Background: an optimization exercise with open tools, aiming at small area, a short achievable clock period and few clock cycles. Do not read the settings as production practice. At most, simulation tests tie the RTL to the original design; equivalence was not proved. No activity file was given, so power comes from the tool's default toggle rates.

==> trial 17 <==
// asim_core
module asim_core (
    input  wire        clk,
    input  wire        rst,           
    output wire        imem_req,
    output wire [31:0] imem_addr,
    input  wire [31:0] imem_rdata,
    input  wire        imem_fault,
    output wire        dmem_req,
    output wire        dmem_we,
    output wire [31:0] dmem_addr,
    output wire [31:0] dmem_wdata,
    input  wire [31:0] dmem_rdata,
    input  wire        dmem_fault,
    output wire        halted,
    output wire        faulted,
    output wire [1:0]  fault_code,
    output wire [31:0] pc_out,
    input  wire [4:0]  dbg_addr,
    output wire [31:0] dbg_rdata
);
    localparam [31:0] RST_WORD     = 32'h0000007B;
    localparam [31:0] HALT_WORD    = 32'h0000007F;
    localparam [31:0] VHALT_WORD   = 32'h00000063;
    localparam [31:0] RVRS_MASK    = 32'hFFF0707F;
    localparam [31:0] RVRS_MATCH   = 32'h0000000B;
    localparam [6:0] OP_REG    = 7'b0110011;
    localparam [6:0] OP_IMM    = 7'b0010011;
    localparam [6:0] OP_LOAD   = 7'b0000011;
  ...
clock: 12.0 ns
lec_check: 0
cap_margin: 20
core_margin: 2
core_utilization: 40
setup_slack_margin: 5
slew_margin: 20
tns_end_percent: 10
run.sh (not shown) runs the stock make flow with config.mk's settings and CLKGATE_MAP_FILE= SYNTH_SCRIPT=/design/flow/synth_recipe.tcl, a recipe that flattens the netlist after the stock synthesis.
==> inputs of build 19, as changes to trial 17 <==
--- a/flow/design.v
+++ b/flow/design.v
@@ -30,31 +30,32 @@
     localparam [6:0] OP_BRANCH = 7'b1100011;
     localparam [6:0] OP_JALR   = 7'b1100111;
     localparam [6:0] OP_JAL    = 7'b1101111;
     localparam [6:0] OP_LUI    = 7'b0110111;
     localparam [6:0] OP_AUIPC  = 7'b0010111;
     localparam [1:0] X_NONE = 2'd0;
     localparam [1:0] X_HALT = 2'd3;
-    reg [1023:32] rf;             
+    reg [31:0] rf [1:31];
     reg [31:1] rv;                
+    wire [1023:0] rfv;            
+    wire [31:0]   rvv = {rv, 1'b0};
     reg        done;              
     reg        st_fault;
     reg [1:0]  fcode;
     reg [31:0] d_pc;              
     reg        d_valid;
     reg        e_valid;
     reg [31:0] e_pc;
-    reg [31:0] e_a;
-    reg [31:0] e_b;               
+    reg [31:0] e_a, e_b;
     reg        d_mph;             
     reg        e_mph;             
     reg [31:0] e_pcimm;           
     reg [4:0]  e_rd;
     reg        e_we, e_load, e_store, e_br, e_jal, e_jalr, e_rsti;
-    reg        e_inv;
+    reg        e_useimm, e_inv;
     reg        e_pred, e_predok;  
     reg        e_rsum, e_rslt, e_rsltu, e_rlog, e_rsh, e_rmul, e_rpci, e_rlink;
     reg        e_shl, e_rev;
     reg [2:0]  e_f3;
     reg [1:0]  e_exc;
     reg        w_valid;
     reg [31:0] w_pc;
@@ -65,16 +66,14 @@
     function [31:0] rstval;
         input [4:0] r;
         rstval = (r == 5'd2) ? 32'd256 : 32'd0;
     endfunction
     wire [4:0]  d_rs1 = imem_rdata[19:15];
     wire [4:0]  d_rs2 = imem_rdata[24:20];
     wire [4:0]  p1a   = done ? dbg_addr : d_rs1;
-    wire [1023:0] rfv = {rf, 32'd0};    
-    wire [31:0]   rvv = {rv, 1'b0};
     wire [31:0] p1v = rvv[p1a]   ? rfv[32*p1a +: 32]   : rstval(p1a);
     wire [31:0] p2v = rvv[d_rs2] ? rfv[32*d_rs2 +: 32] : rstval(d_rs2);
     assign dbg_rdata = p1v;
     wire [31:0] ir = imem_rdata;
     wire [6:0]  op = ir[6:0];
     wire [2:0]  f3 = ir[14:12];
     wire [6:0]  f7 = ir[31:25];
@@ -113,16 +112,17 @@
     wire d_use1  = is_reg || is_imm || is_load || is_store || is_br || is_jalr || is_rvrs;
     wire d_use2  = is_reg || is_store || is_br;
     wire [31:0] imm_b = {{19{ir[31]}}, ir[31], ir[7], ir[30:25], ir[11:8], 1'b0};
     wire [31:0] imm_u = {ir[31:12], 12'b0};
     wire [31:0] imm_j = {{11{ir[31]}}, ir[31], ir[19:12], ir[20], ir[30:21], 1'b0};
     wire [31:0] imm_i = {{20{ir[31]}}, ir[31:20]};
     wire [31:0] imm_s = {{20{ir[31]}}, ir[31:25], ir[11:7]};
-    wire [31:0] d_pcimm = (is_lui ? 32'd0 : d_pc) +
-                          ((is_lui || is_auipc) ? imm_u : is_jal ? imm_j : imm_b);
+    wire [31:0] d_pcimm = ((is_auipc || is_jal || is_br) ? d_pc : 32'd0) +
+                          ((is_lui || is_auipc) ? imm_u : is_jal ? imm_j : is_br ? imm_b :
+                           is_store ? imm_s : imm_i);
     wire e_wr1 = e_valid && e_we && (e_rd == d_rs1);
     wire e_wr2 = e_valid && e_we && (e_rd == d_rs2);
     wire e_rs  = e_valid && e_rsti;
     wire w_wr1 = w_valid && w_we && (w_rd == d_rs1);
     wire w_wr2 = w_valid && w_we && (w_rd == d_rs2);
     wire w_rs  = w_valid && w_rsti;
     wire [31:0] w_val = w_load ? dmem_rdata : w_res;
@@ -132,32 +132,28 @@
     wire d_ea = e_wr1 && !e_late;
     wire d_eb = e_wr2 && !e_late;
     wire d_lu = e_late && ((d_use1 && e_wr1) || (d_use2 && e_wr2));
     wire d_mul   = is_reg && f7[5] && (f3 == 3'b111);
     wire d_stall = d_valid && (d_lu || (d_mul && !d_mph));    
     wire d_issue = d_valid && !redirect && !d_lu;             
     wire [31:0] d_bf = d_eb ? fresult : d_b;
-    wire d_useimm = is_imm || is_load || is_store || is_jalr;
-    wire d_inv    = r_sub || (is_reg && (f3 == 3'b010 || f3 == 3'b011)) ||
-                    (is_imm && f3 == 3'b011) || is_br;
-    wire [31:0] d_op2 = d_useimm ? (is_store ? imm_s : imm_i) :
-                        d_mph ? {16'd0, d_bf[31:16]} : d_bf;
-    wire [13:1] pb = {1'b0, d_pc[12:1]} + {1'b0, imm_b[12:1]};
-    wire [13:1] pj = {1'b0, d_pc[12:1]} + {1'b0, imm_j[12:1]};
+    wire [13:0] pb = {1'b0, d_pc[12:0]} + {1'b0, imm_b[12:0]};
+    wire [13:0] pj = {1'b0, d_pc[12:0]} + {1'b0, imm_j[12:0]};
     wire d_pbr  = is_br && ir[31];
     wire d_pred = d_valid && !d_lu && (d_pbr || is_jal);
-    wire [31:0] ptarget = {d_pc[31:13], is_jal ? pj[12:1] : pb[12:1], d_pc[0]};
+    wire [31:0] ptarget = {d_pc[31:13], is_jal ? pj[12:0] : pb[12:0]};
     wire d_predok = is_jal ? (!pj[13] && imm_j[31:13] == 19'd0) : pb[13];
     wire [31:0] a = e_a;
-    wire [31:0] b = e_b;          
-    wire [32:0] sum33 = {1'b0, a} + {1'b0, e_b} + {32'd0, e_inv};
+    wire [31:0] b = e_b;
+    wire [31:0] op2  = e_useimm ? e_pcimm : b;
+    wire [32:0] sum33 = {1'b0, a} + {1'b0, op2 ^ {32{e_inv}}} + {32'd0, e_inv};
     wire [31:0] sum  = sum33[31:0];
     wire        ltu  = ~sum33[32];
-    wire        lt   = (a[31] ^ e_b[31] ^ e_inv) ? a[31] : sum[31];
-    wire        eq   = &(a ^ e_b);     
+    wire        lt   = (a[31] ^ op2[31]) ? a[31] : sum[31];
+    wire        eq   = (a == b);
     wire [31:0] link = e_pc + 32'd4;
     wire        cond  = e_f3[2] ? (e_f3[1] ? ltu : lt) : eq;
     wire        taken = e_jal || e_jalr || (e_br && (cond ^ e_f3[0]));
     wire        redirect = e_valid && (e_pred ? !(taken && e_predok) : taken);
     wire [31:0] target = (e_pred && !taken) ? link : e_jalr ? sum : e_pcimm;
     function [31:0] rev32;
         input [31:0] x;
@@ -172,64 +168,50 @@
     always @(*) begin
         case (e_f3[1:0])
             2'b00:   logres = a ^ b;
             2'b10:   logres = a | b;
             default: logres = a & b;
         endcase
     end
-    wire [18:0] bx = {2'b00, b[15:0], 1'b0};
-    reg  [287:0] brow;            
-    reg  [31:0] bcorr, bm;
-    reg         bone, btwo, bneg;
-    integer     bi;
-    always @(*) begin
-        bcorr = 32'd0;
-        for (bi = 0; bi < 9; bi = bi + 1) begin
-            bone = bx[2*bi+1] ^ bx[2*bi];
-            btwo = (bx[2*bi+2] & ~bx[2*bi+1] & ~bx[2*bi]) | (~bx[2*bi+2] & bx[2*bi+1] & bx[2*bi]);
-            bneg = bx[2*bi+2] & ~(bx[2*bi+1] & bx[2*bi]);
-            bm   = ({32{bone}} & a) | ({32{btwo}} & {a[30:0], 1'b0});
-            brow[32*bi +: 32] = (bm ^ {32{bneg}}) << (2*bi);
-            bcorr = bcorr | ({31'd0, bneg} << (2*bi));
-        end
-    end
-    wire [31:0] msum = brow[31:0] + brow[63:32] + brow[95:64] + brow[127:96] + brow[159:128] +
-                       brow[191:160] + brow[223:192] + brow[255:224] + brow[287:256] + bcorr +
-                       {16'd0, w_res[31:16] & {16{e_mph}}};
+    wire [31:0] msum   = a * b[15:0] + {16'd0, w_res[31:16] & {16{e_mph}}};
     wire [31:0] mulres = e_mph ? {msum[15:0], w_res[15:0]} : msum;
     wire [31:0] fresult =
         ({32{e_rsum}}  & sum) |
         ({32{e_rslt}}  & {31'd0, e_rsltu ? ltu : lt}) |
         ({32{e_rlog}}  & logres) |
         ({32{e_rsh}}   & shres) |
         ({32{e_rpci}}  & e_pcimm) |
         ({32{e_rlink}} & link);
     wire [31:0] result = e_rmul ? mulres : fresult;
     wire w_dfault = w_mem && dmem_fault;
     wire w_term   = w_valid && ((w_exc != X_NONE) || w_dfault);
     wire w_wen    = w_valid && w_we && !(w_load && dmem_fault) && !done;
     wire [31:0] fetch_seq = d_pc + 32'd4;
-    wire [31:0] fetch_np   = redirect ? target : d_stall ? d_pc : fetch_seq;
-    wire [31:0] fetch_addr = (d_pred && !redirect) ? ptarget : fetch_np;
+    wire [31:0] fetch_addr = redirect ? target : d_stall ? d_pc : d_pred ? ptarget : fetch_seq;
     assign imem_req   = 1'b1;
     assign imem_addr  = fetch_addr;
     assign dmem_req   = e_valid && (e_load || e_store) && !done && !w_term;
     assign dmem_we    = e_store;
     assign dmem_addr  = sum;
-    assign dmem_wdata = e_pcimm;
+    assign dmem_wdata = b;
     assign halted     = done && !st_fault;
     assign faulted    = done && st_fault;
     assign fault_code = fcode;
     assign pc_out     = w_pc;
-    integer m;
-    always @(posedge clk) begin
-        for (m = 1; m < 32; m = m + 1)
-            if (w_wen && w_rd == m)
-                rf[32*m +: 32] <= w_val;
-    end
+    assign rfv[31:0] = 32'd0;
+    genvar g;
+    generate
+        for (g = 1; g < 32; g = g + 1) begin : regs
+            always @(posedge clk) begin
+                if (w_wen && w_rd == g)
+                    rf[g] <= w_val;
+            end
+            assign rfv[32*g +: 32] = rf[g];
+        end
+    endgenerate
     always @(posedge clk) begin
         if (rst) begin
             rv <= 31'd0;
         end else if (!done) begin
             if (w_valid && w_rsti)
                 rv <= 31'd0;
             else if (w_wen)
@@ -265,26 +247,28 @@
             e_valid <= d_issue;
             w_valid <= e_valid;
         end
     end
     always @(posedge clk) begin
         e_pc     <= d_pc;
         e_a      <= d_ea ? fresult : d_a;
-        e_b      <= d_op2 ^ {32{d_inv}};
+        e_b      <= d_mph ? {16'd0, d_bf[31:16]} : d_bf;
         e_mph    <= d_mph;
-        e_pcimm  <= is_store ? d_bf : d_pcimm;
+        e_pcimm  <= d_pcimm;
         e_rd     <= d_rd;
         e_we     <= d_we && !(d_mul && !d_mph);
         e_load   <= d_ok && is_load;
         e_store  <= d_ok && is_store;
         e_br     <= d_ok && is_br;
         e_jal    <= d_ok && is_jal;
         e_jalr   <= d_ok && is_jalr;
         e_rsti   <= d_ok && is_rsti;
-        e_inv    <= d_inv;
+        e_useimm <= is_imm || is_load || is_store || is_jalr;
+        e_inv    <= r_sub || (is_reg && (f3 == 3'b010 || f3 == 3'b011)) ||
+                    (is_imm && f3 == 3'b011) || is_br;
         e_rsum   <= (is_reg && f3 == 3'b000) || (is_imm && f3 == 3'b000);
         e_rslt   <= (is_reg && (f3 == 3'b010 || f3 == 3'b011)) || (is_imm && f3 == 3'b011);
         e_rsltu  <= f3[0];
         e_rlog   <= is_reg && (f3 == 3'b100 || f3 == 3'b110 || (f3 == 3'b111 && !f7[5]));
         e_rsh    <= (is_reg && (f3 == 3'b001 || f3 == 3'b101)) || is_rvrs;
         e_shl    <= is_reg && f3 == 3'b001;
         e_rev    <= is_rvrs;
--- a/flow/config.mk
+++ b/flow/config.mk
@@ -6,8 +6,7 @@
 export NUM_CORES = 4
 export LEC_CHECK = 0
 export CAP_MARGIN = 20
 export CORE_MARGIN = 2
 export CORE_UTILIZATION = 40
 export SETUP_SLACK_MARGIN = 5
 export SLEW_MARGIN = 20
-export TNS_END_PERCENT = 10
==> inputs of build 14, as changes to trial 17 <==
--- a/flow/design.v
+++ b/flow/design.v
@@ -30,32 +30,32 @@
     localparam [6:0] OP_BRANCH = 7'b1100011;
     localparam [6:0] OP_JALR   = 7'b1100111;
     localparam [6:0] OP_JAL    = 7'b1101111;
     localparam [6:0] OP_LUI    = 7'b0110111;
     localparam [6:0] OP_AUIPC  = 7'b0010111;
     localparam [1:0] X_NONE = 2'd0;
     localparam [1:0] X_HALT = 2'd3;
-    reg [1023:32] rf;             
+    reg [31:0] rf [1:31];
     reg [31:1] rv;                
+    wire [1023:0] rfv;            
+    wire [31:0]   rvv = {rv, 1'b0};
     reg        done;              
     reg        st_fault;
     reg [1:0]  fcode;
     reg [31:0] d_pc;              
     reg        d_valid;
     reg        e_valid;
     reg [31:0] e_pc;
-    reg [31:0] e_a;
-    reg [31:0] e_b;               
+    reg [31:0] e_a, e_b;
     reg        d_mph;             
     reg        e_mph;             
     reg [31:0] e_pcimm;           
     reg [4:0]  e_rd;
     reg        e_we, e_load, e_store, e_br, e_jal, e_jalr, e_rsti;
-    reg        e_inv;
-    reg        e_pred, e_predok;  
+    reg        e_useimm, e_inv;
     reg        e_rsum, e_rslt, e_rsltu, e_rlog, e_rsh, e_rmul, e_rpci, e_rlink;
     reg        e_shl, e_rev;
     reg [2:0]  e_f3;
     reg [1:0]  e_exc;
     reg        w_valid;
     reg [31:0] w_pc;
     reg [31:0] w_res;
@@ -65,16 +65,14 @@
     function [31:0] rstval;
         input [4:0] r;
         rstval = (r == 5'd2) ? 32'd256 : 32'd0;
     endfunction
     wire [4:0]  d_rs1 = imem_rdata[19:15];
     wire [4:0]  d_rs2 = imem_rdata[24:20];
     wire [4:0]  p1a   = done ? dbg_addr : d_rs1;
-    wire [1023:0] rfv = {rf, 32'd0};    
-    wire [31:0]   rvv = {rv, 1'b0};
     wire [31:0] p1v = rvv[p1a]   ? rfv[32*p1a +: 32]   : rstval(p1a);
     wire [31:0] p2v = rvv[d_rs2] ? rfv[32*d_rs2 +: 32] : rstval(d_rs2);
     assign dbg_rdata = p1v;
     wire [31:0] ir = imem_rdata;
     wire [6:0]  op = ir[6:0];
     wire [2:0]  f3 = ir[14:12];
     wire [6:0]  f7 = ir[31:25];
@@ -113,16 +111,17 @@
     wire d_use1  = is_reg || is_imm || is_load || is_store || is_br || is_jalr || is_rvrs;
     wire d_use2  = is_reg || is_store || is_br;
     wire [31:0] imm_b = {{19{ir[31]}}, ir[31], ir[7], ir[30:25], ir[11:8], 1'b0};
     wire [31:0] imm_u = {ir[31:12], 12'b0};
     wire [31:0] imm_j = {{11{ir[31]}}, ir[31], ir[19:12], ir[20], ir[30:21], 1'b0};
     wire [31:0] imm_i = {{20{ir[31]}}, ir[31:20]};
     wire [31:0] imm_s = {{20{ir[31]}}, ir[31:25], ir[11:7]};
-    wire [31:0] d_pcimm = (is_lui ? 32'd0 : d_pc) +
-                          ((is_lui || is_auipc) ? imm_u : is_jal ? imm_j : imm_b);
+    wire [31:0] d_pcimm = ((is_auipc || is_jal || is_br) ? d_pc : 32'd0) +
+                          ((is_lui || is_auipc) ? imm_u : is_jal ? imm_j : is_br ? imm_b :
+                           is_store ? imm_s : imm_i);
     wire e_wr1 = e_valid && e_we && (e_rd == d_rs1);
     wire e_wr2 = e_valid && e_we && (e_rd == d_rs2);
     wire e_rs  = e_valid && e_rsti;
     wire w_wr1 = w_valid && w_we && (w_rd == d_rs1);
     wire w_wr2 = w_valid && w_we && (w_rd == d_rs2);
     wire w_rs  = w_valid && w_rsti;
     wire [31:0] w_val = w_load ? dmem_rdata : w_res;
@@ -132,37 +131,26 @@
     wire d_ea = e_wr1 && !e_late;
     wire d_eb = e_wr2 && !e_late;
     wire d_lu = e_late && ((d_use1 && e_wr1) || (d_use2 && e_wr2));
     wire d_mul   = is_reg && f7[5] && (f3 == 3'b111);
     wire d_stall = d_valid && (d_lu || (d_mul && !d_mph));    
     wire d_issue = d_valid && !redirect && !d_lu;             
     wire [31:0] d_bf = d_eb ? fresult : d_b;
-    wire d_useimm = is_imm || is_load || is_store || is_jalr;
-    wire d_inv    = r_sub || (is_reg && (f3 == 3'b010 || f3 == 3'b011)) ||
-                    (is_imm && f3 == 3'b011) || is_br;
-    wire [31:0] d_op2 = d_useimm ? (is_store ? imm_s : imm_i) :
-                        d_mph ? {16'd0, d_bf[31:16]} : d_bf;
-    wire [13:1] pb = {1'b0, d_pc[12:1]} + {1'b0, imm_b[12:1]};
-    wire [13:1] pj = {1'b0, d_pc[12:1]} + {1'b0, imm_j[12:1]};
-    wire d_pbr  = is_br && ir[31];
-    wire d_pred = d_valid && !d_lu && (d_pbr || is_jal);
-    wire [31:0] ptarget = {d_pc[31:13], is_jal ? pj[12:1] : pb[12:1], d_pc[0]};
-    wire d_predok = is_jal ? (!pj[13] && imm_j[31:13] == 19'd0) : pb[13];
     wire [31:0] a = e_a;
-    wire [31:0] b = e_b;          
-    wire [32:0] sum33 = {1'b0, a} + {1'b0, e_b} + {32'd0, e_inv};
+    wire [31:0] b = e_b;
+    wire [31:0] op2  = e_useimm ? e_pcimm : b;
+    wire [32:0] sum33 = {1'b0, a} + {1'b0, op2 ^ {32{e_inv}}} + {32'd0, e_inv};
     wire [31:0] sum  = sum33[31:0];
     wire        ltu  = ~sum33[32];
-    wire        lt   = (a[31] ^ e_b[31] ^ e_inv) ? a[31] : sum[31];
-    wire        eq   = &(a ^ e_b);     
-    wire [31:0] link = e_pc + 32'd4;
+    wire        lt   = (a[31] ^ op2[31]) ? a[31] : sum[31];
+    wire        eq   = (a == b);
     wire        cond  = e_f3[2] ? (e_f3[1] ? ltu : lt) : eq;
     wire        taken = e_jal || e_jalr || (e_br && (cond ^ e_f3[0]));
-    wire        redirect = e_valid && (e_pred ? !(taken && e_predok) : taken);
-    wire [31:0] target = (e_pred && !taken) ? link : e_jalr ? sum : e_pcimm;
+    wire        redirect = e_valid && taken;
+    wire [31:0] target = e_jalr ? sum : e_pcimm;
     function [31:0] rev32;
         input [31:0] x;
         integer k;
         for (k = 0; k < 32; k = k + 1) rev32[k] = x[31 - k];
     endfunction
     wire [31:0] shin  = (e_shl || e_rev) ? rev32(a) : a;
     wire [4:0]  shamt = e_rev ? 5'd0 : b[4:0];
@@ -172,64 +160,51 @@
     always @(*) begin
         case (e_f3[1:0])
             2'b00:   logres = a ^ b;
             2'b10:   logres = a | b;
             default: logres = a & b;
         endcase
     end
-    wire [18:0] bx = {2'b00, b[15:0], 1'b0};
-    reg  [287:0] brow;            
-    reg  [31:0] bcorr, bm;
-    reg         bone, btwo, bneg;
-    integer     bi;
-    always @(*) begin
-        bcorr = 32'd0;
-        for (bi = 0; bi < 9; bi = bi + 1) begin
-            bone = bx[2*bi+1] ^ bx[2*bi];
-            btwo = (bx[2*bi+2] & ~bx[2*bi+1] & ~bx[2*bi]) | (~bx[2*bi+2] & bx[2*bi+1] & bx[2*bi]);
-            bneg = bx[2*bi+2] & ~(bx[2*bi+1] & bx[2*bi]);
-            bm   = ({32{bone}} & a) | ({32{btwo}} & {a[30:0], 1'b0});
-            brow[32*bi +: 32] = (bm ^ {32{bneg}}) << (2*bi);
-            bcorr = bcorr | ({31'd0, bneg} << (2*bi));
-        end
-    end
-    wire [31:0] msum = brow[31:0] + brow[63:32] + brow[95:64] + brow[127:96] + brow[159:128] +
-                       brow[191:160] + brow[223:192] + brow[255:224] + brow[287:256] + bcorr +
-                       {16'd0, w_res[31:16] & {16{e_mph}}};
+    wire [31:0] msum   = a * b[15:0] + {16'd0, w_res[31:16] & {16{e_mph}}};
     wire [31:0] mulres = e_mph ? {msum[15:0], w_res[15:0]} : msum;
+    wire [31:0] link = e_pc + 32'd4;
     wire [31:0] fresult =
         ({32{e_rsum}}  & sum) |
         ({32{e_rslt}}  & {31'd0, e_rsltu ? ltu : lt}) |
         ({32{e_rlog}}  & logres) |
         ({32{e_rsh}}   & shres) |
         ({32{e_rpci}}  & e_pcimm) |
         ({32{e_rlink}} & link);
     wire [31:0] result = e_rmul ? mulres : fresult;
     wire w_dfault = w_mem && dmem_fault;
     wire w_term   = w_valid && ((w_exc != X_NONE) || w_dfault);
     wire w_wen    = w_valid && w_we && !(w_load && dmem_fault) && !done;
     wire [31:0] fetch_seq = d_pc + 32'd4;
-    wire [31:0] fetch_np   = redirect ? target : d_stall ? d_pc : fetch_seq;
-    wire [31:0] fetch_addr = (d_pred && !redirect) ? ptarget : fetch_np;
+    wire [31:0] fetch_addr = redirect ? target : (d_stall ? d_pc : fetch_seq);
     assign imem_req   = 1'b1;
     assign imem_addr  = fetch_addr;
     assign dmem_req   = e_valid && (e_load || e_store) && !done && !w_term;
     assign dmem_we    = e_store;
     assign dmem_addr  = sum;
-    assign dmem_wdata = e_pcimm;
+    assign dmem_wdata = b;
     assign halted     = done && !st_fault;
     assign faulted    = done && st_fault;
     assign fault_code = fcode;
     assign pc_out     = w_pc;
-    integer m;
-    always @(posedge clk) begin
-        for (m = 1; m < 32; m = m + 1)
-            if (w_wen && w_rd == m)
-                rf[32*m +: 32] <= w_val;
-    end
+    assign rfv[31:0] = 32'd0;
+    genvar g;
+    generate
+        for (g = 1; g < 32; g = g + 1) begin : regs
+            always @(posedge clk) begin
+                if (w_wen && w_rd == g)
+                    rf[g] <= w_val;
+            end
+            assign rfv[32*g +: 32] = rf[g];
+        end
+    endgenerate
     always @(posedge clk) begin
         if (rst) begin
             rv <= 31'd0;
         end else if (!done) begin
             if (w_valid && w_rsti)
                 rv <= 31'd0;
             else if (w_wen)
@@ -265,38 +240,38 @@
             e_valid <= d_issue;
             w_valid <= e_valid;
         end
     end
     always @(posedge clk) begin
         e_pc     <= d_pc;
         e_a      <= d_ea ? fresult : d_a;
-        e_b      <= d_op2 ^ {32{d_inv}};
+        e_b      <= d_mph ? {16'd0, d_bf[31:16]} : d_bf;
         e_mph    <= d_mph;
-        e_pcimm  <= is_store ? d_bf : d_pcimm;
+        e_pcimm  <= d_pcimm;
         e_rd     <= d_rd;
         e_we     <= d_we && !(d_mul && !d_mph);
         e_load   <= d_ok && is_load;
         e_store  <= d_ok && is_store;
         e_br     <= d_ok && is_br;
         e_jal    <= d_ok && is_jal;
         e_jalr   <= d_ok && is_jalr;
         e_rsti   <= d_ok && is_rsti;
-        e_inv    <= d_inv;
+        e_useimm <= is_imm || is_load || is_store || is_jalr;
+        e_inv    <= r_sub || (is_reg && (f3 == 3'b010 || f3 == 3'b011)) ||
+                    (is_imm && f3 == 3'b011) || is_br;
         e_rsum   <= (is_reg && f3 == 3'b000) || (is_imm && f3 == 3'b000);
         e_rslt   <= (is_reg && (f3 == 3'b010 || f3 == 3'b011)) || (is_imm && f3 == 3'b011);
         e_rsltu  <= f3[0];
         e_rlog   <= is_reg && (f3 == 3'b100 || f3 == 3'b110 || (f3 == 3'b111 && !f7[5]));
         e_rsh    <= (is_reg && (f3 == 3'b001 || f3 == 3'b101)) || is_rvrs;
         e_shl    <= is_reg && f3 == 3'b001;
         e_rev    <= is_rvrs;
         e_rmul   <= d_ok && d_mul;
         e_rpci   <= is_lui || is_auipc;
         e_rlink  <= is_jal || is_jalr;
-        e_pred   <= d_pred;
-        e_predok <= d_predok;
         e_f3     <= f3;
         e_exc    <= d_exc;
         w_res   <= result;
         w_rd    <= e_rd;
         w_we    <= e_we;
         w_load  <= e_load;
         w_mem   <= e_load || e_store;
--- a/flow/config.mk
+++ b/flow/config.mk
@@ -6,8 +6,7 @@
 export NUM_CORES = 4
 export LEC_CHECK = 0
 export CAP_MARGIN = 20
 export CORE_MARGIN = 2
 export CORE_UTILIZATION = 40
 export SETUP_SLACK_MARGIN = 5
 export SLEW_MARGIN = 20
-export TNS_END_PERCENT = 10
==> run summary <==
quantity                                                       build 19       trial 17   build 14
Status                                 no timing/DRC/antenna violations  no timing/DRC/antenna violations  no timing/DRC/antenna violations
Vias after detailed routing                                       71.7k          62.3k      69.1k
Part of the power in combinational logic                          26.1%          20.8%      26.7%
Sequential group share of total power                             39.2%          42.2%      39.3%
Fraction of area in clock buffers and inverters                   4.58%          4.98%      4.68%
Resize count post-CTS                                               900            677        877
Number of buffers inserted by post-CTS setup repair                 213            135        202
GP Congestion                                                     0.982           1.01       1.01
Sequential share of the synthesized area                          43.3%          45.6%      44.5%
Initial antenna violation count                                      10             23         11
Maximum number of pins on one net before global-route repair         81             87         93
Drt total wl                                                     362 mm         333 mm     359 mm
Nature of the critical path startpoint                         register  primary input   register
Xor/xnor share of the synthesized area                            2.30%          4.55%      2.43%
FF/Latch Area                                                 36400 um2      36400 um2  36400 um2
Proportion of layout cells with a drive suffix above 1            19.5%          23.7%      20.1%
Number of standard-cell rows in the floorplan                       168            163        165
Via count of the first global-routing pass                        69.1k          60.4k      67.2k
Testbench counts of trial 17, summed over its fixed seeds: cycles 45,960.
Testbench counts of build 19, summed over its fixed seeds: cycles 45,960.
The RTL of build 14 was laid out without a check of its function.

## afterwards: timing with drivers on the ports
How much do the figures lean on ideal ports? The routed layouts below were timed once more, with nothing changed but the port constraints.
Step 1 assumes that a clkbuf_16 drives the clock port and a buf_2 every other input.
Step 2 moves the port delays by t, midway between the first and last clock arrival at a register: inputs arrive t later, outputs are due t later. That takes back most of the time a late clock gives input paths.
Three values: ideal ports, drivers, drivers and shift; two values: the first two.
run | t (ns) | setup slack, ns | worst slew at a driven data input, ns
trial 17 | 0.898 | 4.423 / 4.167 / 3.642 | 0.34
build 19 | 0.883 | 4.255 / 4.170 / 4.208 | 0.41
build 14 | 0.899 | 4.399 / 4.294 / 4.065 | 0.24
After both steps setup and hold are still met in every run listed. The setup slack of trial 17, which loses most, moves by -0.256 ns with the drivers and by -0.781 ns with both steps.
